From an optimization exercise on the open Yosys and OpenROAD flow, aimed at small area, a short achievable clock period and few clock cycles per item; shortcuts taken in it are not production practice.
Only simulation tests tie the RTL to the original design; equivalence was not proved.
Power is estimated from default activity; no workload was simulated.

`design/flow/design.v`:
```
module cbv_encoder (
    input  wire        clk,
    input  wire        rst,
    input  wire        cfg_we,
    input  wire [3:0]  cfg_idx,
    input  wire [63:0] cfg_value,
    input  wire [15:0] cfg_len,
    input  wire [1:0]  cfg_kind,
    input  wire        start,
    input  wire [31:0] total_bits,
    input  wire [4:0]  alpha_n,
    output reg         src_re,
    output wire [10:0] src_addr,
    input  wire [31:0] src_rdata,
    output wire        busy,
    output reg         done,
    output reg         sym_valid,
    output reg  [3:0]  sym,
    output wire        err,
    output wire [7:0]  err_code,
    output wire [31:0] err_info,
    output wire [31:0] nsym,
    output wire [31:0] total_rank,
    output wire [32:0] stream_bits,
    input  wire [3:0]  usage_sel,
    output wire [31:0] usage_q
);
    localparam NS = 5;                     
    localparam [1:0] S_IDLE = 2'd0;
    localparam [1:0] S_RUN  = 2'd1;
    localparam [1:0] S_JUMP = 2'd3;
    reg [63:0] av [0:15];
    reg [5:0]  al [0:15];
    reg        lg [0:15];
    reg        kb [0:15];
    wire [15:0] cfg_lm1  = cfg_len - 16'd1;
    wire        cfg_long = (cfg_kind != 2'd0) && (cfg_len > 16'd64);
    wire [63:0] cfg_av   = cfg_long            ? {54'd0, cfg_lm1[15:6]} :
                           (cfg_kind == 2'd0)  ? cfg_value :
                           (cfg_kind == 2'd2)  ? 64'hFFFF_FFFF_FFFF_FFFF : 64'd0;
    reg [1:0] state;
    assign busy = (state != S_IDLE);
    always @(posedge clk) begin
        if (cfg_we && !busy) begin
            av[cfg_idx] <= cfg_av;
            al[cfg_idx] <= cfg_lm1[5:0];
            lg[cfg_idx] <= cfg_long;
            kb[cfg_idx] <= cfg_kind[1];
        end
    end
    reg [16:0] total_r;
    reg [4:0]  n_r;
    reg [16:0] cur;             
    reg [3:0]  sb;              
    reg [7:0]  sa;              
    reg [16:0] nsym_r;          
    reg [16:0] rank_r;
    reg        err_r, enm_r;    
    reg [16:0] usage [0:15];
    reg [31:0] wb [0:NS-1];     
    reg [NS-1:0] vb;
    reg [11:0] rp;              
    reg [11:0] rq;              
    reg        rv;              
    reg [11:0] rw;              
    reg [1:0]  qcls;            
    reg [1:0]  rcls;            
    reg [16:0] re;              
    reg        rinf;            
    reg        rbit;            
    reg [9:0]  jl;              
    reg        lhv;             
    reg [17:0] lhT;             
    reg        lhm;             
    reg [3:0]  lhi;             
    reg        lh_ok;           
    reg [4:0]  lp;              
    reg [11:0] cw;              
    reg [11:0] sp;              
    reg [31:0] sx;              
    reg        sxv;
    reg [5:0]  rs;              
    reg [1:0]  rn;              
    reg        rb;              
    reg        sdone;           
    reg        qv, qinf, qb;    
    reg [16:0] qe;              
    assign src_addr    = rq[10:0];
    assign stream_bits = {16'd0, cur};
    assign nsym        = {15'd0, nsym_r};
    assign total_rank  = {15'd0, rank_r};
    assign err         = err_r;
    assign err_code    = {5'd0, err_r, 1'b0, err_r & enm_r};
    assign err_info    = err_r ? {(enm_r ? 15'd0 : nsym_r[14:0]), cur} : 32'd0;
    assign usage_q     = {15'd0, usage[usage_sel]};
    wire [11:0] base = cur[16:5];
    reg [15:0] inuse;
    reg has0, has1;
    integer i, k, a, b;
    always @(*) begin
        has0 = 1'b0;
        has1 = 1'b0;
        for (i = 0; i < 16; i = i + 1) begin
            inuse[i] = (i < n_r);
            if (inuse[i] && lg[i] && !kb[i]) has0 = 1'b1;
            if (inuse[i] && lg[i] &&  kb[i]) has1 = 1'b1;
        end
    end
    wire [11:0] tw    = total_r[16:5];
    wire [31:0] lmask = ~(32'hFFFF_FFFF << total_r[4:0]);
    wire [31:0] rdat  = src_rdata & (rcls[1] ? 32'hFFFF_FFFF : rcls[0] ? lmask : 32'd0);
    wire [11:0] ridx  = rw - base;
    reg [31:0] mw [0:NS-1];
    reg [NS-1:0] mv;
    always @(*) begin
        for (k = 0; k < NS; k = k + 1) begin
            if (rv && ridx == k) begin
                mw[k] = rdat;
                mv[k] = 1'b1;
            end else begin
                mw[k] = wb[k];
                mv[k] = vb[k];
            end
        end
    end
    wire [95:0] buf3  = {wb[2], wb[1], wb[0]};
    reg  [91:0] wt;
    reg  [63:0] w;
    always @(*) begin
        for (k = 0; k < 92; k = k + 1)
            wt[k] = (sb[0] & buf3[k]) | (sb[1] & buf3[k+1]) |
                    (sb[2] & buf3[k+2]) | (sb[3] & buf3[k+3]);
        for (k = 0; k < 64; k = k + 1)
            w[k] = (sa[0] & wt[k])    | (sa[1] & wt[k+4])  |
                   (sa[2] & wt[k+8])  | (sa[3] & wt[k+12]) |
                   (sa[4] & wt[k+16]) | (sa[5] & wt[k+20]) |
                   (sa[6] & wt[k+24]) | (sa[7] & wt[k+28]);
    end
    wire        winok = vb[0] & vb[1] & (vb[2] | (cur[4:0] == 5'd0));
    wire        active = (cur < total_r);
    wire        allb  = (w == 64'd0) || (w == 64'hFFFF_FFFF_FFFF_FFFF);
    wire        rpos  = rinf || (re > cur);
    wire        cfit  = rinf || (!lhT[17] && {1'b0, cur} <= lhT);
    reg [15:0] hit;
    reg [63:0] x;
    reg [7:0]  lt, eq, le, G, P;
    reg        fok;
    always @(*) begin
        for (i = 0; i < 16; i = i + 1) begin
            x = ~(w ^ av[i]);
            for (a = 0; a < 8; a = a + 1) begin
                lt[a] = (a < al[i][5:3]);
                eq[a] = (a == al[i][5:3]);
                le[a] = (a <= al[i][2:0]);
            end
            fok = 1'b1;
            for (a = 0; a < 8; a = a + 1) begin
                G[a] = &x[8*a +: 8];
                P[a] = 1'b1;
                for (b = 0; b < 8; b = b + 1)
                    P[a] = P[a] & (x[8*a+b] | !le[b]);
                fok = fok & (!lt[a] | G[a]) & (!eq[a] | P[a]);
            end
            hit[i] = lg[i] ? (lhv && lh_ok && cfit && lneed && lhi == i) : (inuse[i] && fok);
        end
    end
    wire any_und = !rpos && allb && (w[0] ? has1 : has0);
    wire lneed   = rpos && allb && (w[0] == rbit);
    wire lstale  = lneed && (!lh_ok || (lhv && !cfit && lhm));
    reg [15:0] oh;
    reg [15:0] seen;
    always @(*) begin
        for (i = 0; i < 16; i = i + 1) begin
            seen[i] = (i == 0) ? 1'b0 : (seen[i-1] | hit[i-1]);
            oh[i]   = hit[i] & !seen[i];
        end
    end
    wire any_hit = |hit;
    reg [6:0] offs;     
    reg [9:0] jsel_l;   
    reg       jsel;     
    reg [3:0] ssel;
    always @(*) begin
        offs   = 7'd0;
        jsel_l = 10'd0;
        jsel   = 1'b0;
        ssel   = 4'd0;
        for (i = 0; i < 16; i = i + 1) begin
            offs   = offs   | ({7{oh[i]}} & ({2'd0, cur[4:0]} + {1'b0, al[i]} + 7'd1));
            jsel_l = jsel_l | ({10{oh[i] & lg[i]}} & av[i][9:0]);
            jsel   = jsel   | (oh[i] & lg[i]);
            ssel   = ssel   | ({4{oh[i]}} & i[3:0]);
        end
    end
    wire [1:0]  dsh   = offs[6:5];
    wire [11:0] base1 = base + 12'd1;
    wire [11:0] base2 = base + 12'd2;
    wire [11:0] nbase = dsh[1] ? base2 : dsh[0] ? base1 : base;
    wire dec  = (state == S_RUN) && active && winok && !lstale;
    wire emit = dec && !any_und && any_hit;
    wire rload = (state == S_RUN) && qv && !rpos;
    wire qpop  = rload;
    wire [11:0] jbase = {cur[16:6] + {1'b0, jl}, cur[5]};
    wire [12:0] jin   = {1'b0, re[16:5]} - {1'b0, jbase};
    wire [2:0]  fq    = rinf ? NS : jin[12] ? 3'd0 : (jin[11:0] >= NS) ? NS : jin[2:0];
    reg  [15:0] lcm, lseen, lcoh;
    reg  [15:0] llen;
    reg  [3:0]  lci;
    always @(*) begin
        llen = 16'd0;
        lci  = 4'd0;
        for (i = 0; i < 16; i = i + 1) begin
            lcm[i]   = inuse[i] && lg[i] && (kb[i] == rbit) && (i >= lp);
            lseen[i] = (i == 0) ? 1'b0 : (lseen[i-1] | lcm[i-1]);
            lcoh[i]  = lcm[i] & !lseen[i];
            llen     = llen | ({16{lcoh[i]}} & {av[i][9:0], al[i]});
            lci      = lci  | ({4{lcoh[i]}} & i[3:0]);
        end
    end
    wire        lcany = |lcm;
    wire        lmore = |(lcm & ~lcoh);      
    wire [17:0] lT    = {1'b0, re} - {2'b0, llen} - 18'd1;    
    wire        lnext = lh_ok && lstale;                         
    wire [31:0] sdiff  = sx ^ {32{rb}};
    reg  [4:0]  sctz;
    always @(*) begin
        sctz = 5'd0;
        for (k = 31; k >= 0; k = k - 1)
            if (sdiff[k]) sctz = k[4:0];
    end
    wire [31:0] tdiff  = sx ^ {32{sx[31]}};
    reg  [5:0]  stail;
    always @(*) begin
        stail = 6'd0;
        for (k = 0; k < 32; k = k + 1)
            if (tdiff[k]) stail = k[5:0] + 6'd1;
    end
    wire        snz    = (sdiff != 32'd0);
    wire        slong  = rn[1] || (rn[0] && ({1'b0, sctz} >= rs));
    wire        srel   = rb ? has1 : has0;
    wire        sbeyond = ({cw, 5'd0} >= {1'b0, total_r});
    wire        sfin   = sbeyond && !rb;                      
    wire        srec   = srel && (sfin || (snz && slong));
    wire        sarr   = busy && sxv && !sdone;
    wire        sblock = srec && qv && !qpop;
    wire        sproc  = sarr && !sblock;
    wire [11:0] cw_n   = sproc ? cw + 12'd1 : cw;
    wire [5:0] pcnt;
    assign pcnt = sx[0]+sx[1]+sx[2]+sx[3]+sx[4]+sx[5]+sx[6]+sx[7]+
                  sx[8]+sx[9]+sx[10]+sx[11]+sx[12]+sx[13]+sx[14]+sx[15]+
                  sx[16]+sx[17]+sx[18]+sx[19]+sx[20]+sx[21]+sx[22]+sx[23]+
                  sx[24]+sx[25]+sx[26]+sx[27]+sx[28]+sx[29]+sx[30]+sx[31];
    wire [11:0] rdist = rp - base;
    wire        rlt0  = (rdist < NS);
    wire        rlt1  = (rdist < NS + 1);
    wire        rlt2  = (rdist < NS + 2);
    wire        breq  = (state == S_RUN) && active &&
                        (rlt0 || (emit && !jsel && (dsh[1] ? rlt2 : dsh[0] ? rlt1 : 1'b0)));
    wire [11:0] sp_e  = (sp < cw) ? cw : sp;
    wire        sreq  = busy && !breq && !sdone;
    wire [1:0]  bcls  = (rp < tw) ? 2'd2 : (rp == tw) ? 2'd1 : 2'd0;
    wire [1:0]  scls  = (sp_e < tw) ? 2'd2 : (sp_e == tw) ? 2'd1 : 2'd0;
    wire ovf = (total_bits[31:17] != 15'd0) || (total_bits[16] && total_bits[15:0] != 16'd0);
    wire scomplete = ({cw, 5'd0} >= {1'b0, total_r});
    integer u;
    always @(posedge clk) begin
        rw   <= rq;
        rcls <= qcls;
        sx   <= rdat;
    end
    always @(posedge clk) begin
        if (rst) begin
            state     <= S_IDLE;
            done      <= 1'b0;
            sym_valid <= 1'b0;
            src_re    <= 1'b0;
            rv        <= 1'b0;
            sxv       <= 1'b0;
        end else begin
            done      <= 1'b0;
            sym_valid <= 1'b0;
            rv        <= src_re && busy;      
            src_re    <= breq || sreq;
            if (breq) begin
                rq   <= rp;
                qcls <= bcls;
                rp   <= rp + 12'd1;
            end else if (sreq) begin
                rq   <= sp_e;
                qcls <= scls;
                sp   <= sp_e + 12'd1;
            end
            sxv <= rv && (rw == cw_n);
            if (sproc)
                rank_r <= rank_r + {11'd0, pcnt};
            if (qpop) qv <= 1'b0;
            if (sarr && sblock) sp <= cw;
            cw <= cw_n;
            if (sproc) begin
                if (srec) begin
                    qv   <= 1'b1;
                    qinf <= sfin;
                    qe   <= {cw, sctz};
                    qb   <= rb;
                end
                if (sfin)
                    sdone <= 1'b1;
                else if (snz) begin
                    rs <= stail;
                    rn <= 2'd0;
                    rb <= sx[31];
                end else if (!rn[1]) begin
                    rn <= rn + 2'd1;
                end
            end
            for (k = 0; k < NS; k = k + 1) begin
                wb[k] <= mw[k];
                vb[k] <= mv[k];
            end
            if (rload) begin
                re    <= qe;
                rinf  <= qinf;
                rbit  <= qb;
                lh_ok <= 1'b0;
                lp    <= 5'd0;
            end else if (lnext) begin
                lh_ok <= 1'b0;
                lp    <= {1'b0, lhi} + 5'd1;
            end else if (busy && !lh_ok) begin
                lhv   <= lcany;
                lhi   <= lci;
                lhT   <= lT;
                lhm   <= lmore;
                lh_ok <= 1'b1;
            end
            if (sym_valid) begin
                nsym_r <= nsym_r + 17'd1;
                for (u = 0; u < 16; u = u + 1)
                    if (sym == u) usage[u] <= usage[u] + 17'd1;
            end
            case (state)
                S_IDLE: begin
                    if (start) begin
                        for (u = 0; u < 16; u = u + 1)
                            usage[u] <= 17'd0;
                        nsym_r  <= 17'd0;
                        rank_r  <= 17'd0;
                        err_r   <= 1'b0;
                        enm_r   <= 1'b0;
                        cur     <= 17'd0;
                        sb      <= 4'b0001;
                        sa      <= 8'b0000_0001;
                        n_r     <= alpha_n;
                        re      <= 17'd0;
                        rinf    <= 1'b0;
                        lhv     <= 1'b0;
                        lh_ok   <= 1'b1;
                        lp      <= 5'd0;
                        vb      <= {NS{1'b0}};
                        cw      <= 12'd0;
                        sp      <= 12'd0;
                        sxv     <= 1'b0;
                        rs      <= 6'd32;
                        rn      <= 2'd0;
                        rb      <= 1'b0;
                        sdone   <= 1'b0;
                        qv      <= 1'b0;
                        total_r <= total_bits[16:0];
                        rq      <= 12'd0;
                        qcls    <= (total_bits[16:5] != 12'd0) ? 2'd2 : 2'd1;
                        rp      <= 12'd1;
                        if (ovf) begin
                            err_r  <= 1'b1;
                            cur    <= total_bits[16:0];
                            nsym_r <= {2'd0, total_bits[31:17]};
                            done   <= 1'b1;
                        end else if (total_bits == 32'd0) begin
                            done   <= 1'b1;
                        end else begin
                            src_re <= 1'b1;
                            state  <= S_RUN;
                        end
                    end
                end
                S_RUN: begin
                    if (!active) begin
                        if (scomplete) begin
                            done  <= 1'b1;
                            state <= S_IDLE;
                        end
                    end else if (dec && !any_und && !any_hit) begin
                        err_r <= 1'b1;
                        enm_r <= 1'b1;
                        done  <= 1'b1;
                        state <= S_IDLE;
                    end else if (emit) begin
                        sym_valid <= 1'b1;
                        sym       <= ssel;
                        cur    <= {nbase, offs[4:0]};
                        for (k = 0; k < 4; k = k + 1) sb[k] <= (offs[1:0] == k);
                        for (k = 0; k < 8; k = k + 1) sa[k] <= (offs[4:2] == k);
                        if (jsel) begin
                            jl    <= jsel_l;
                            vb    <= {NS{1'b0}};
                            state <= S_JUMP;
                        end else begin
                            for (k = 0; k < NS; k = k + 1) begin
                                if (k + dsh < NS) begin
                                    wb[k] <= mw[k + dsh];
                                    vb[k] <= mv[k + dsh];
                                end else begin
                                    vb[k] <= 1'b0;
                                end
                            end
                        end
                    end
                end
                S_JUMP: begin
                    cur[16:6] <= cur[16:6] + {1'b0, jl};
                    for (k = 0; k < NS; k = k + 1) begin
                        wb[k] <= {32{rbit}};
                        vb[k] <= (k < fq);
                    end
                    rp    <= jbase + {9'd0, fq};
                    state <= S_RUN;
                end
                default: state <= S_IDLE;
            endcase
        end
    end
endmodule
```
`design/flow/run.sh`:
```
#!/bin/bash
# synth_recipe.tcl (not shown) runs the flow's synth.tcl, then flattens the netlist and writes it again
# the make line also repeats each setting of config.mk as NAME=value (left out here)
make -C /OpenROAD-flow-scripts/flow DESIGN_CONFIG=/design/flow/config.mk WORK_HOME=/design/flow/orfs CLKGATE_MAP_FILE= SYNTH_SCRIPT=/design/flow/synth_recipe.tcl finish
```
`design/flow/config.mk`:
```
export PLATFORM = sky130hd
export DESIGN_NAME = cbv_encoder
export DESIGN_NICKNAME = cbv_encoder
export VERILOG_FILES = /design/flow/design.v
export SDC_FILE = /design/flow/constraint.sdc
export NUM_CORES = 8
export LEC_CHECK = 0
export CAP_MARGIN = 30
export CORE_MARGIN = 2
export CORE_UTILIZATION = 45
export CTS_CLUSTER_DIAMETER = 100
export CTS_CLUSTER_SIZE = 20
export SETUP_SLACK_MARGIN = 5
export SLEW_MARGIN = 40
```
`design/flow/constraint.sdc`:
```
create_clock -name core_clock -period 12.0 [get_ports {clk}]
set_input_delay 2.4000 -clock core_clock [delete_from_list [all_inputs] [get_ports {clk}]]
set_output_delay 2.4000 -clock core_clock [all_outputs]
set_load 0.01 [all_outputs]
```
==> results of run 1 <==
worst paths after layout:
kind,startpoint,end,slack [ps],cells past startpoint
worst max register to register,sb[0],rp[10],4380,26
worst min register to register,rq[11],rw[11],420,0
worst min-delay path,rq[11],rw[11],420,0
worst max-delay path,sb[0],rp[10],4380,26
stage by stage:
stage | util, % | total power, mW
final | 55.0 | 14.5
after global routing | 55.0 | 14.7
after CTS | 53.1 | 14.2
after detailed placement | 48.9 | 9.92
after global placement | 48.5 | 9.84
after floorplan | - | 8.96
worst register-to-register path, stage by stage, from the launching register on:
cell       delay (ps)
edfxtp_1          470
buf_8             200
clkbuf_16         190
a22o_4            340
o21ai_2           170
nand4_1           110
buf_4             170
nor2_4            100
buf_12            170
nand4_1           720
nor4_4            560
and4_4            340
o21a_4            210
buf_12            150
nand4_1           500
o31a_4            390
buf_4             190
nor4_2            260
o211ai_1          160
o211ai_1          290
buf_4             200
o32ai_4            80
a2111oi_4         480
buf_6             220
nor2_4            100
o311a_1           360
a221o_1           260
kinds of logic after synthesis:
kind of cell / count (synthesis) / synth area share [%]
xor gates and xnor gates: 1232 / 8.97
adders and majority gates: 342 / 3.85
and+or+nand+nor: 3424 / 15.0
DFF: 1872 / 46.3
buffers and inverters: 1024 / 3.81
AOI/OAI and AO/OA: 3539 / 19.8
muxes: 273 / 2.34
other: 1 / 0.00312
per-layer routing:
metal	GRT usage (%)	wire, µm
met1	59.8	243000
met5	0.842	847
met3	22.9	115000
met4	38.7	73400
met2	69.6	282000
cells in the final DEF (no fill, tap or decap), drive strengths merged, types with 160 or more instances in the layout:
cell	synthesis	routed
buf	257	1138
nand3	240	240
a21oi	547	547
or3	192	192
inv	332	346
xnor2	814	814
nor2	769	771
nor3	360	360
o22ai	197	197
nor4	179	179
clkdlybuf4s50	0	275
xor2	418	418
o21ai	1051	1051
nand4	309	309
a22o	208	208
nand2	658	658
ha	292	292
mux2i	208	208
edfxtp	1819	1819
a22oi	237	237
clkbuf	422	160
power by group:
group / switching (mW) / total [mW] / internal (mW)
Sequential: 0.249 / 7.59 / 7.34
Combinational: 1.63 / 2.57 / 0.933
Clock: 2.52 / 4.32 / 1.81
state kept, by name, indices dropped and copies added, names as in the netlist, 16 cells and up:
name / cells
al: 96
av: 1024
cur: 17
kb: 16
lg: 16
lhT: 18
nsym_r: 17
qe: 17
rank_r: 17
re: 17
sx: 32
total_r: 17
usage: 272
wb: 160
final cells by class:
class	instances	area (µm²)
clock buffer	133	2960
multi-input combinational	8879	66000
clock inverter	40	389
timing repair buffer	1451	15100
fill	22900	119000
inverter	345	1300
tap	3533	4420
antenna	69	173
sequential	1872	55700
what timing repair did:
| action | in CTS | in global routing |
|---|---|---|
| gates cloned | 34 | 21 |
| hold buffers | 0 | 0 |
| pin swaps | 230 | 222 |
| buffers inserted | 431 | 190 |
| gates resized for setup | 805 | 650 |
| setup endpoints to repair | 303 | 270 |
==> run summary, run 1 <==
- Worst Path Arrival: 8240 ps
- Final setup TNS: 0 ps
- TritonRoute pass-1 iters: 11
- First-pass GRT wire length: 931,000 µm
- Final Max Slew Viols: 0
- DIE AREA: 272,000 µm²
- Share of cells above drive strength 1: 18.8%
- Fin area: 146,000 µm²
- Ys flop type: edfxtp_1
- Row count: 189
- DR vias/cell: 7.41
- RePlAce Congestion: 1.16
- Peak VDD IR: 135 µV
- Initial core utilization: 45.3%
- # setup viols final: 0
- Critical path buffers and inverters: 8
- Worst-Skew Late Latency: 910 ps
- DRT Wirelength: 714,000 µm
- Worst Tran Pin Value: 1100 ps
- Synth top cells by count: edfxtp_1 (1,819), o21ai_0 (933), xnor2_1 (814)
- GRT Resource Usage Total: 50.1%
- Final ANT Viol Nets: 0
- Root Driver: clkbuf_16
- DRC errors left: 0
- Synth Register Bits: 1,872
- Clock Path Buffers: 3
- Wire length per cell: 43.8 µm
- CTS tree: done
- Relative slew margins: 26.7%
- Hold WS: 415 ps
- Die height: 521 µm
- Placed cell area: 130,000 µm²
- Finished Layout Cells: 16,300
- Peak Freq: 0.131 GHz
- DR iter-0 viols: 22,800
- Minimum clock period: 7620 ps
- CP top delay family: compound AO/OA/AOI/OAI gates
- Area Growth Syn to Fin: 21.4%
- Total of max-cap violations: 0
- Leakage: 51.8 nW
- Cts bufs inserted: 114
- Reg clk slew, reported paths: 90 ps
- Yosys warnings: 4
- Max incr delay on CP: 710 ps
- Power per standard cell area: 99.1 nW/µm²
- Synth top area cells: edfxtp_1 (45%), xnor2_1 (5.9%), o21ai_0 (3.9%)
- Worst Path Required: 12,620 ps
- Hold crit path type: flip-flop to flip-flop
- Crit path capture type: flip-flop
- Async SR Flop Fraction: 0%
- Most frequent cell after synthesis: edfxtp_1
- Sequential fraction of the synthesis area: 46.3%
- Global route total overflow: 0
- H-tree Lvls: 3
- Area share of the largest cell type after synthesis: 45.4%
- Post-DP HPWL: 508,000 µm
- Worst Path Max Fanout: 11
- Vias in the first global route: 107,000
- Final #Nets: 13,200
- Critical-path top delay cell: nand4_1
- Initial antenna violation count: 97
- EDFF count, synth: 1,819
- Largest net degree at the start of global routing: 205
- Avg Cell Area, Syn: 10.3 µm²
- Clk_skew: 62.6 ps
- Post-route setup slack: 4380 ps
- Leading area contributor after synthesis: edfxtp_1
- Crit Path Class: flip-flop to flip-flop
- Post-synth cell types: 111
- Status: finished clean
- Die Span X: 521 µm
- Period Utilization, post-route: 63.5%
- Unrepaired setup endpoints after global routing: yes
- DP Cell Count: 15,400
- Setup crit start kind: flip-flop
- Core area: 266,000 µm²
- Total number of vias: 121,000
- Clock sinks: 1,872
- Cells after Synth: 11,700
- I/O Buffers: 284
- Hold Fails Final Rpt: 0
- Setup WS pre-CTS: 2500 ps
- I/O Pins: 352
- Mapped Area: 120,000 µm²
Testbench counts, summed over its fixed seeds: cycles 44,331, bits 332,171.
==> run 2: changes to the inputs <==
--- a/design/flow/config.mk
+++ b/design/flow/config.mk
@@ -9,3 +9,3 @@
 export CORE_MARGIN = 2
-export CORE_UTILIZATION = 45
+export CORE_UTILIZATION = 35
 export CTS_CLUSTER_DIAMETER = 100
==> run 2 against run 1 <==
Synthesized cell count did not move. Still clean on timing, DRC and antenna. Worst setup slack improved by 190 ps. Combinational power fell by 3%. Clock power rose by 6.9%. Largest cell class unchanged. Sequential cell count did not move. Die area rose by 28%. Routed wire length fell by 2.4%. Clock skew rose by 23 ps. Power rose by 1.5%.
==> run summary, run 2 <==
- CTS tree: done
- Yosys warnings: 4 (unchanged)
- Minimum clock period: 7430 ps (-192 ps)
- Final ANT Viol Nets: 0 (unchanged)
- Post-synth cell types: 111 (unchanged)
- Synth top area cells: edfxtp_1 (45%), xnor2_1 (5.9%), o21ai_0 (3.9%)
- Period Utilization, post-route: 61.9% (-1.6 points)
- H-tree Lvls: 3 (unchanged)
- Clk_skew: 85.3 ps (+22.8 ps)
- First-pass GRT wire length: 911,000 µm (-2.1%)
- Setup crit start kind: flip-flop
- Multi-input gate area: 66,700 µm² (+1.0%)
- TritonRoute pass-1 iters: 12 (+1)
- Total number of vias: 116,000 (-4.1%)
- DP Cell Count: 16,400 (+6.7%)
- Hold-fix buffer count after cts: 0 (unchanged)
- Largest net degree at the start of global routing: 183 (-11%)
- RePlAce Congestion: 1.13 (-2.3%)
- Sequential fraction of the synthesis area: 46.3% (unchanged)
- DR vias/cell: 6.67 (-10%)
- DRT Wirelength: 697,000 µm (-2.4%)
- Final Max Slew Viols: 0 (unchanged)
- Register area: 55,700 µm² (about the same)
- Critical-path top delay cell: o21ai_0
- Worst hold path depth: 0 (unchanged)
- Relative slew margins: 29.1% (+2.5 points)
- Hold WS: 418 ps (+3.05 ps)
- Die height: 590 µm (+13%)
- Final setup TNS: 0 ps (unchanged)
- Share of cells above drive strength 1: 20.3% (+1.5 points)
- Cts bufs inserted: 123 (+7.9%)
- Worst R2R Path Depth: 31 (+19%)
- Mux contribution to synthesized area: 2.34% (unchanged)
- Cells after Synth: 11,700 (unchanged)
- Post-route setup slack: 4570 ps (+192 ps)
- Fill cells: 32,600 (+42%)
- Area Growth Syn to Fin: 23.6%
- Unrepaired setup endpoints after global routing: yes
- Mapped Area: 120,000 µm² (unchanged)
- I/O Buffers: 284 (unchanged)
- Clock Path Buffers: 4 (+1)
- Avg Cell Area, Syn: 10.3 µm² (unchanged)
- Worst Tran Pin Value: 1060 ps (-38.2 ps)
- Leakage: 52.4 nW (+1.2%)
- Setup WS pre-CTS: 2120 ps (-388 ps)
- Worst Path Required: 12,680 ps (+60 ps)
- Wire length per cell: 40.1 µm (-8.4%)
- EDFF count, synth: 1,819 (unchanged)
- Worst-Skew Late Latency: 990 ps (+80 ps)
- Global route total overflow: 0 (unchanged)
- Largest register FFs: 1,024 (unchanged)
- Largest Register: av
- Worst Path Max Fanout: 7 (-4)
- Root Driver: clkbuf_16
- Async SR Flop Fraction: 0% (unchanged)
- # setup viols final: 0 (unchanged)
- DIE AREA: 348,000 µm² (+28%)
- Row count: 215 (+14%)
- Commonest non-fill, non-tap cell in the layout: edfxtp_1
- Core area: 342,000 µm² (+29%)
- Synth Area in Compound Gates: 19.8% (unchanged)
- Ys flop type: edfxtp_1
- Finished Layout Cells: 17,400 (+6.6%)
- Total of max-cap violations: 0 (unchanged)
- XOR/XNOR Fraction of Synth Area: 8.97% (unchanged)
- I/O Pins: 352 (unchanged)
- Peak VDD IR: 123 µV (-9.2%)
- Hold crit path type: flip-flop to flip-flop
- Area share of the largest cell type after synthesis: 45.4% (unchanged)
- Worst Path Arrival: 8100 ps (-140 ps)
- Post-DP HPWL: 516,000 µm (+1.6%)
- Simple-Gate Fraction of Synth Area: 15.0% (unchanged)
- Max incr delay on CP: 710 ps (about the same)
- Final core occ: 43.4% (-12 points)
- Most frequent cell after synthesis: edfxtp_1
- Largest family of logic cells by synthesized area: compound AO/OA/AOI/OAI gates
- CP dominant cell by count: buf_6
- Clock sinks: 1,872 (unchanged)
- Leading area contributor after synthesis: edfxtp_1
- Die Span X: 590 µm (+13%)
- Adder-cell share of the synthesized area: 3.85% (unchanged)
- Synth top cells by count: edfxtp_1 (1,819), o21ai_0 (933), xnor2_1 (814)
- Power per standard cell area: 98.9 nW/µm² (-0.26%)
- Peak Freq: 0.135 GHz (+2.6%)
- Most frequent cells in the layout: edfxtp_1 (1,819), buf_4 (886), xnor2_1 (788)
- Reg clk slew, reported paths: 90 ps (about the same)
- Biggest regs: av x1024, usage x272, wb x160
- Vias in the first global route: 103,000 (-3.8%)
- Status: finished clean
- DR iter-0 viols: 18,900 (-17%)
- Initial antenna violation count: 69 (-29%)
- DRC errors left: 0 (unchanged)
- Crit path capture type: flip-flop
- Final #Nets: 13,200 (+0.61%)
- Initial core utilization: 35.1% (-10 points)
- Crit Path Class: flip-flop to flip-flop
- Hold Fails Final Rpt: 0 (unchanged)
- Synth Register Bits: 1,872 (unchanged)
- GRT Resource Usage Total: 38.0% (-12 points)
[run 2: changes by cell type in the layout (fill, tap and decap cells not counted), moves of 25 or more]
cell / previous run / this run
buf_12: 130 / 168
o21ai_0: 731 / 639
diode_2: 69 / 40
o21ai_2: 88 / 158
nor3_1: 313 / 279
nor3_4: 15 / 44
o21ai_1: 202 / 227
buf_4: 817 / 886
[run 2: cell families after synthesis]
logic type,Yosys count
compound gates,3539
flops,1872
other cells,1
simple gates,3424
mux,273
xor+xnor,1232
fa+ha+maj,342
buf+inv,1024
[run 2: power breakdown]
part / switching, mW / internal (mW) / leakage [nW]
registers: 0.241 / 7.34 / 19.1
logic: 1.58 / 0.922 / 31.6
clock network: 2.62 / 1.99 / 1.78
total: 4.44 / 10.3 / 52.4
[run 2: final cells by class]
class / count / share of cell area (%)
inverters: 345 / 0.878
well taps: 4557 / 3.83
multi-input cells: 8884 / 44.9
flip-flops and latches: 1872 / 37.5
clock inverters: 46 / 0.326
repair buffers: 1517 / 10.4
clock buffers: 139 / 2.14
diodes: 40 / 0.0673
[run 2: timing repair]
action,4_1_cts,5_1_grt
endpoints found under the setup margin,328,265
endpoints found under the hold margin,0,0
resized for setup,967,760
pin swaps,249,232
cloned,13,25
setup buffers,492,214
[run 2: through the flow]
stage | cell area, µm² | total power, mW
after floorplan | 121000 | 8.96
after global placement | 130000 | 9.87
after detailed placement | 131000 | 9.89
after CTS | 143000 | 14.5
after global routing | 149000 | 15.0
final | 149000 | 14.7
[run 2: per-layer routing]
layer / up-vias / wire length [µm] / track usage, %
met4: 32 / 57900 / 24.1
li1: 47200 / - / -
met5: - / 205 / 0
met1: 57700 / 259000 / 48.0
met2: 8999 / 288000 / 55.5
met3: 2057 / 92800 / 12.9
[run 2: worst paths after layout]
path	startpoint	endpoint	slack, ps
min reg2reg	rq[11]	rw[11]	420
max	sb[0]	rp[10]	4570
min	rq[11]	rw[11]	420
max reg2reg	sb[0]	rp[10]	4570
[run 2: worst max-delay path: cells and delay by family, from the launching register on]
family / cells / cell delay [ps]
simple gates: 8 / 1100
compound gates: 9 / 3290
xor+xnor: 1 / 190
buf+inv: 13 / 2100
flops: 1 / 440
==> run 3: changes to the inputs <==
--- a/design/flow/config.mk
+++ b/design/flow/config.mk
@@ -9,3 +9,3 @@
 export CORE_MARGIN = 2
-export CORE_UTILIZATION = 35
+export CORE_UTILIZATION = 30
 export CTS_CLUSTER_DIAMETER = 100
@@ -13,2 +13,2 @@
 export SETUP_SLACK_MARGIN = 5
-export SLEW_MARGIN = 40
+export SLEW_MARGIN = 50
==> run 3 against run 2 <==
Critical endpoint is now wb[0][10]. Sequential share of layout area fell by 0.15 points. Highest routed layer unchanged. Clock power shrank 2%. Critical path depth fell by 3. Area after synthesis did not move. Still clean. Global-route usage shrank 5.5 points. Final cell count rose by 3.9%. Via count down 0.23%. Worst setup slack got worse by 110 ps. Sequential power barely moved. Non-clock buffer count decreased by 30. Power shrank 0.62%.
==> run summary, run 3 <==
- Status: finished clean
- Crit Path Class: flip-flop to flip-flop
- Leakage: 52.2 nW (-0.47%)
- Area share of the largest cell type after synthesis: 45.4% (unchanged)
- Synth top area cells: edfxtp_1 (45%), xnor2_1 (5.9%), o21ai_0 (3.9%)
- Ys flop type: edfxtp_1
- Row count: 232 (+7.9%)
- CP top delay family: simple AND/OR/NAND/NOR gates
- Worst Path Arrival: 8250 ps (+150 ps)
- I/O Buffers: 284 (unchanged)
- Wire length per cell: 38.3 µm (-4.3%)
- Most frequent cell after synthesis: edfxtp_1
- Yosys warnings: 4 (unchanged)
- CTS tree: done
- Max incr delay on CP: 560 ps (-150 ps)
- DIE AREA: 406,000 µm² (+17%)
- Final #Nets: 13,200 (-0.28%)
- Power per standard cell area: 97.9 nW/µm² (-1.0%)
- Final setup TNS: 0 ps (unchanged)
- RePlAce Congestion: 1.14 (+0.96%)
- Sequential fraction of the synthesis area: 46.3% (unchanged)
- DR iter-0 viols: 19,100 (+1.1%)
- Hold Fails Final Rpt: 0 (unchanged)
- DRT Wirelength: 693,000 µm (-0.56%)
- Final Max Slew Viols: 0 (unchanged)
- Worst Path Max Fanout: 8 (+1)
- Relative slew margins: 37.5% (+8.4 points)
- Peak Freq: 0.133 GHz (-1.5%)
- Critical path buffers and inverters: 11 (-2)
- Worst Tran Pin Value: 929 ps (-133 ps)
- Worst-Skew Late Latency: 1020 ps (+30 ps)
- DR vias/cell: 6.41 (-4.0%)
- DP Cell Count: 17,200 (+4.7%)
- Peak VDD IR: 143 µV (+17%)
- Crit path capture type: flip-flop
- Largest register FFs: 1,024 (unchanged)
- Initial antenna violation count: 77 (+12%)
- Commonest non-fill, non-tap cell in the layout: edfxtp_1
- Async SR Flop Fraction: 0% (unchanged)
- Global route total overflow: 0 (unchanged)
- Worst Path Required: 12,710 ps (+30 ps)
- Vias in the first global route: 105,000 (+1.4%)
- First-pass GRT wire length: 914,000 µm (+0.34%)
- Clk_skew: 156 ps (+70.6 ps)
- Minimum clock period: 7540 ps (+112 ps)
- Largest Register: av
- CP dominant cell by count: buf_12
- Final ANT Viol Nets: 0 (unchanged)
- GRT Resource Usage Total: 32.5% (-5.5 points)
- Synth top cells by count: edfxtp_1 (1,819), o21ai_0 (933), xnor2_1 (814)
- I/O Pins: 352 (unchanged)
- Post-synth cell types: 111 (unchanged)
- Hold crit path type: flip-flop to flip-flop
- Setup WS pre-CTS: 2370 ps (+248 ps)
- EDFF count, synth: 1,819 (unchanged)
- Fill cells: 39,400 (+21%)
- Area Growth Syn to Fin: 24.1%
- Biggest regs: av x1024, usage x272, wb x160
- Mapped Area: 120,000 µm² (unchanged)
- Cts bufs inserted: 120 (-2.4%)
- H-tree Lvls: 3 (unchanged)
- TritonRoute pass-1 iters: 11 (-1)
- Die height: 637 µm (+8.0%)
- Cells after Synth: 11,700 (unchanged)
- Most frequent cells in the layout: edfxtp_1 (1,819), buf_4 (848), xnor2_1 (796)
- Avg Cell Area, Syn: 10.3 µm² (unchanged)
- # setup viols final: 0 (unchanged)
- Share of cells above drive strength 1: 20.0% (-0.25 points)
- Setup crit start kind: flip-flop
- Root Driver: clkbuf_16
- Clock sinks: 1,872 (unchanged)
- Reg clk slew, reported paths: 100 ps (about the same)
- Initial core utilization: 30.1% (-5.0 points)
- DRC errors left: 0 (unchanged)
- Total of max-cap violations: 0 (unchanged)
- Total number of vias: 116,000 (-0.23%)
- Critical-path top delay cell: or4_1
- Period Utilization, post-route: 62.8% (+0.94 points)
- Post-route setup slack: 4460 ps (-112 ps)
- Post-DP HPWL: 510,000 µm (-1.2%)
- Die Span X: 637 µm (+8.0%)
- Leading area contributor after synthesis: edfxtp_1
- Clock Path Buffers: 4 (unchanged)
- Unrepaired setup endpoints after global routing: yes
- Synth Register Bits: 1,872 (unchanged)
- Finished Layout Cells: 18,100 (+3.9%)
- Core area: 399,000 µm² (+17%)
- Largest net degree at the start of global routing: 89 (-51%)
## run 3: cell types whose count changed in the layout (fill, tap and decap cells not counted), moves of 18 or more
cell / before / now
o21ai_1: 227 / 250
buf_6: 117 / 147
o21ba_2: 22 / 4
a21oi_1: 482 / 448
buf_12: 168 / 121
o21ai_2: 158 / 86
a22o_2: 49 / 22
buf_4: 886 / 848
o21ai_0: 639 / 687
a21oi_2: 50 / 81
o21ba_4: 8 / 26
## run 3: logic make-up after synthesis
family	synth area share [%]
compound gates	19.8
xor+xnor	8.97
fa+ha+maj	3.85
buf+inv	3.81
flops	46.3
mux	2.34
other cells	0.00312
simple gates	15.0
## run 3: path summary, 6_finish.rpt
check / startpoint / end / slack (ps) / depth (start not counted)
max: sb[0] / wb[0][10] / 4460 / 28
min: rq[11] / rw[11] / 370 / 0
max reg2reg: sb[0] / wb[0][10] / 4460 / 28
min reg2reg: rq[11] / rw[11] / 370 / 0
## run 3: metal layers
metal / routed length, µm / global-route usage [%] / vias up
li1: - / - / 47100
met1: 250000 / 39.0 / 57300
met2: 285000 / 47.1 / 9050
met3: 93100 / 12.7 / 2321
met4: 64000 / 23.8 / 50
met5: 643 / 0.0473 / -
## run 3: cell type report
cell class / instances / area [µm²] / area share [%]
repair buffers: 1487 / 15000 / 10.1
inverters: 345 / 1300 / 0.871
well taps: 5265 / 6590 / 4.41
diodes: 52 / 130 / 0.0872
flip-flops and latches: 1872 / 55700 / 37.3
clock inverters: 36 / 398 / 0.266
multi-input cells: 8880 / 67000 / 44.9
clock buffers: 139 / 3140 / 2.10
## run 3: repair_timing
item                                   4_1_cts  5_1_grt
gates cloned                                33        9
hold buffers                                 0        0
setup buffers                              478      129
gates resized for setup                   1013      595
pin swaps                                  296      285
setup endpoints to repair                  309      273
endpoints found under the hold margin        0        0
## run 3: report_power, final
group          total, mW  switching, mW  leakage, nW  internal (mW)
logic               2.50           1.57         31.4          0.930
registers           7.58          0.243         19.1           7.34
clock network       4.52           2.59         1.72           1.93
total               14.6           4.41         52.2           10.2
## run 3: through the flow
step | cell area [µm²] | hold slack (ps) | utilization (%) | power [mW]
6_report | 149000 | 373 | 37.4 | 14.6
5_1_grt | 149000 | 381 | 37.4 | 14.9
4_1_cts | 145000 | 368 | 36.3 | 14.4
3_5_place_dp | 133000 | 367 | 33.3 | 9.89
3_3_place_gp | 131000 | 359 | 32.8 | 9.85
2_1_floorplan | 121000 | 348 | - | 8.96
==> run 4: changes to the inputs <==
--- a/design/flow/config.mk
+++ b/design/flow/config.mk
@@ -9,5 +9,3 @@
 export CORE_MARGIN = 2
-export CORE_UTILIZATION = 30
-export CTS_CLUSTER_DIAMETER = 100
-export CTS_CLUSTER_SIZE = 20
+export CORE_UTILIZATION = 40
 export SETUP_SLACK_MARGIN = 5
==> run 4 against run 3 <==
Critical path depth fell by 8. Non-clock buffer count is 68 higher. Count of clock-buffer cells in the layout up 140. Routed wire length increased by 4.5%. Highest routed layer unchanged. Worst hold slack worse by 2.1 ps. Sequential power about the same. Fmax is 1.1% higher. Core utilization up 13 points. Clock skew fell by 85 ps. Via count increased by 2.8%.
==> run summary, run 4 <==
- Minimum clock period: 7460 ps (-82.2 ps)
- Critical-path top delay cell: nand3_1
- Post-DP HPWL: 539,000 µm (+5.6%)
- Setup WS pre-CTS: 2420 ps (+53.6 ps)
- Critical path buffers and inverters: 6 (-5)
- Avg Cell Area, Syn: 10.3 µm² (unchanged)
- Area Growth Syn to Fin: 26.2%
- Logic pwr share: 15.5% (-1.6 points)
- Period Utilization, post-route: 62.2% (-0.68 points)
- Worst Path Arrival: 8200 ps (-50 ps)
- CTS tree: done
- Setup crit start kind: flip-flop
- DIE AREA: 305,000 µm² (-25%)
- DRT Wirelength: 724,000 µm (+4.5%)
- Ys flop type: edfxtp_1
- Synth top area cells: edfxtp_1 (45%), xnor2_1 (5.9%), o21ai_0 (3.9%)
- Die height: 552 µm (-13%)
- Final setup TNS: 0 ps (unchanged)
- First-pass GRT wire length: 945,000 µm (+3.4%)
- Synth top cells by count: edfxtp_1 (1,819), o21ai_0 (933), xnor2_1 (814)
- Total of max-cap violations: 0 (unchanged)
- Hold crit path type: flip-flop to flip-flop
- Die Span X: 552 µm (-13%)
- Async SR Flop Fraction: 0% (unchanged)
- Crit path capture type: flip-flop
- Core area: 300,000 µm² (-25%)
- Crit-path cells: inv_1, nand3_1, a221oi_4, o211ai_1, a32o_2, or4_4, o22a_1, or4b_4, a2111oi_4, o31ai_4, buf_6, and3_4, buf_12, buf_12, buf_16, xnor2_4, clkbuf_16, o21ba_4, a21oi_2, o221ai_1
- Most frequent cells in the layout: edfxtp_1 (1,819), buf_4 (898), xnor2_1 (800)
- Clock Path Buffers: 4 (unchanged)
- DR vias/cell: 6.98 (+9.0%)
- Peak Freq: 0.134 GHz (+1.1%)
- Cells after Synth: 11,700 (unchanged)
- Total number of vias: 119,000 (+2.8%)
- Worst-Skew Late Latency: 980 ps (-40 ps)
- Fill cells: 26,700 (-32%)
- Final Max Slew Viols: 0 (unchanged)
- Final ANT Viol Nets: 0 (unchanged)
- I/O Pins: 352 (unchanged)
- Post-synth cell types: 111 (unchanged)
- Cts bufs inserted: 222 (+85%)
- Reg clk slew, reported paths: 70 ps (-30 ps)
- Final #Nets: 13,400 (+1.3%)
- Initial core utilization: 40.2% (+10 points)
- Final core occ: 50.7% (+13 points)
- Worst Path Max Fanout: 8 (unchanged)
- Synth Register Bits: 1,872 (unchanged)
- Mapped Area: 120,000 µm² (unchanged)
- Power per standard cell area: 112 nW/µm² (+15%)
- Worst Tran Pin Value: 937 ps (+8.20 ps)
- Unrepaired setup endpoints after global routing: yes
- H-tree Lvls: 4 (+1)
- CP top delay family: compound AO/OA/AOI/OAI gates
- Clock share of power: 40.1% (+9.1 points)
- Biggest regs: av x1024, usage x272, wb x160
- Row count: 201 (-13%)
- Sequential power share: 44.5% (-7.4 points)
- Peak VDD IR: 114 µV (-21%)
- I/O Buffers: 284 (unchanged)
- Relative slew margins: 37.3% (-0.17 points)
- Share of cells above drive strength 1: 21.3% (+1.2 points)
- Largest register FFs: 1,024 (unchanged)
- Crit Path Class: flip-flop to flip-flop
- Reg2Reg Setup Slack: 4540 ps (+80 ps)
- GRT Resource Usage Total: 45.1% (+13 points)
- Global route total overflow: 0 (unchanged)
- Pint: 12.1 mW (+19%)
- Yosys warnings: 4 (unchanged)
- Wire length per cell: 42.5 µm (+11%)
- Hold Fails Final Rpt: 0 (unchanged)
- RePlAce Congestion: 1.11 (-2.9%)
- Max incr delay on CP: 880 ps (+320 ps)
- Area share of the largest cell type after synthesis: 45.4% (unchanged)
- Clock sinks: 1,872 (unchanged)
- Clk_skew: 70.9 ps (-85.0 ps)
- # setup viols final: 0 (unchanged)
- Commonest non-fill, non-tap cell in the layout: edfxtp_1
- Sequential fraction of the synthesis area: 46.3% (unchanged)
- Most frequent cell after synthesis: edfxtp_1
- Finished Layout Cells: 17,000 (-5.7%)
- TritonRoute pass-1 iters: 12 (+1)
- Root Driver: clkbuf_16
- Leakage: 54.4 nW (+4.2%)
- DRC errors left: 0 (unchanged)
- Switching pwr: 4.94 mW (+12%)
- Initial antenna violation count: 69 (-10%)
- Leading area contributor after synthesis: edfxtp_1
- Vias in the first global route: 108,000 (+3.1%)
- CP dominant cell by count: buf_12
- Worst Path Required: 12,740 ps (+30 ps)
- Largest net degree at the start of global routing: 104 (+17%)
- DR iter-0 viols: 19,800 (+3.7%)
- Sw frac: 29.0% (-1.2 points)
- DP Cell Count: 15,900 (-7.4%)
- EDFF count, synth: 1,819 (unchanged)
- Largest Register: av
- Post-route setup slack: 4540 ps (+82.2 ps)
- Status: finished clean
==> run 4: cell counts after synthesis <==
No cell type changed its count.
==> run 4: routing by layer <==
| metal | GRT usage, % | routed length [µm] | vias to the layer above |
|---|---|---|---|
| met5 | 0.0938 | 649 | - |
| li1 | - | - | 47600 |
| met4 | 32.6 | 66500 | 40 |
| met2 | 64.7 | 297000 | 9771 |
| met1 | 55.5 | 261000 | 59200 |
| met3 | 16.5 | 98700 | 2478 |
==> run 4: power by group through the flow <==
stage	logic, mW	registers (mW)	clock network, mW
3_3_place_gp	2.15	7.73	0
5_1_grt	2.76	7.58	7.04
4_1_cts	2.42	7.56	6.81
2_1_floorplan	1.32	7.64	0
3_5_place_dp	2.22	7.73	0
6_report	2.64	7.58	6.83
==> run 4: what timing repair did <==
item	CTS	global route
setup endpoints to repair	317	265
resized for setup	843	828
pin swaps	221	266
setup buffers	397	235
gates cloned	21	25
hold buffers	0	0
==> run 4: worst paths after layout <==
| kind | from | to | depth (start not counted) |
|---|---|---|---|
| worst max-delay path | al[15][0] | wb[2][13] | 20 |
| worst min-delay path | rq[11] | rw[11] | 0 |
| worst max register to register | al[15][0] | wb[2][13] | 20 |
| worst min register to register | rq[11] | rw[11] | 0 |
==> run 4: logic make-up after synthesis <==
group                      Yosys count  synth area share (%)
muxes                              273                  2.34
buffers and inverters             1024                  3.81
and+or+nand+nor                   3424                  15.0
xor gates and xnor gates          1232                  8.97
DFF                               1872                  46.3
other                                1               0.00312
AOI/OAI and AO/OA                 3539                  19.8
adders and majority gates          342                  3.85
==> run 4: stage by stage <==
step | hold slack, ps | instance area, µm² | power [mW]
after detailed placement | 358 | 132000 | 9.95
after global placement | 362 | 130000 | 9.88
after CTS | 372 | 146000 | 16.8
final | 371 | 152000 | 17.0
after global routing | 396 | 152000 | 17.4
after floorplan | 348 | 121000 | 8.96
==> run 4: area by class of cell <==
class	instances	area (µm²)	share of cell area, %
antenna	39	97.6	0.0643
clock buffer	279	5920	3.90
clock inverter	120	1030	0.677
inverter	345	1310	0.864
multi-input combinational	8879	66800	44.0
sequential	1872	55700	36.7
tap	3958	4950	3.26
timing repair buffer	1555	16000	10.6

==> separate check: timing with driven ports <==
Ports are ideal in the flow. The routed layouts listed here were re-timed in OpenROAD.
Step 1: set_driving_cell puts a clkbuf_16 on clk and a buf_2 on each other input, an assumption about the parent block.
Step 2 adds t to the input delays and takes it off the output delays; t is the mean of the earliest and latest rising clock arrival at the registers after step 1. Input paths then give back, and output paths get back, about the clock's delay inside the block.
Three values: no drivers, after step 1, after step 2; two values: the first two.
run	shift t [ns]	setup WS [ns]	clock arrival spread, ns
run 1	0.988	4.379 / 4.379 / 4.379	0.068 / 0.069
run 2	1.063	4.572 / 4.572 / 4.572	0.086 / 0.085
run 3	1.061	4.460 / 4.460 / 4.460	0.160 / 0.160
run 4	1.039	4.542 / 4.542 / 4.542	0.083 / 0.083
After both steps setup and hold are still met in every run listed.
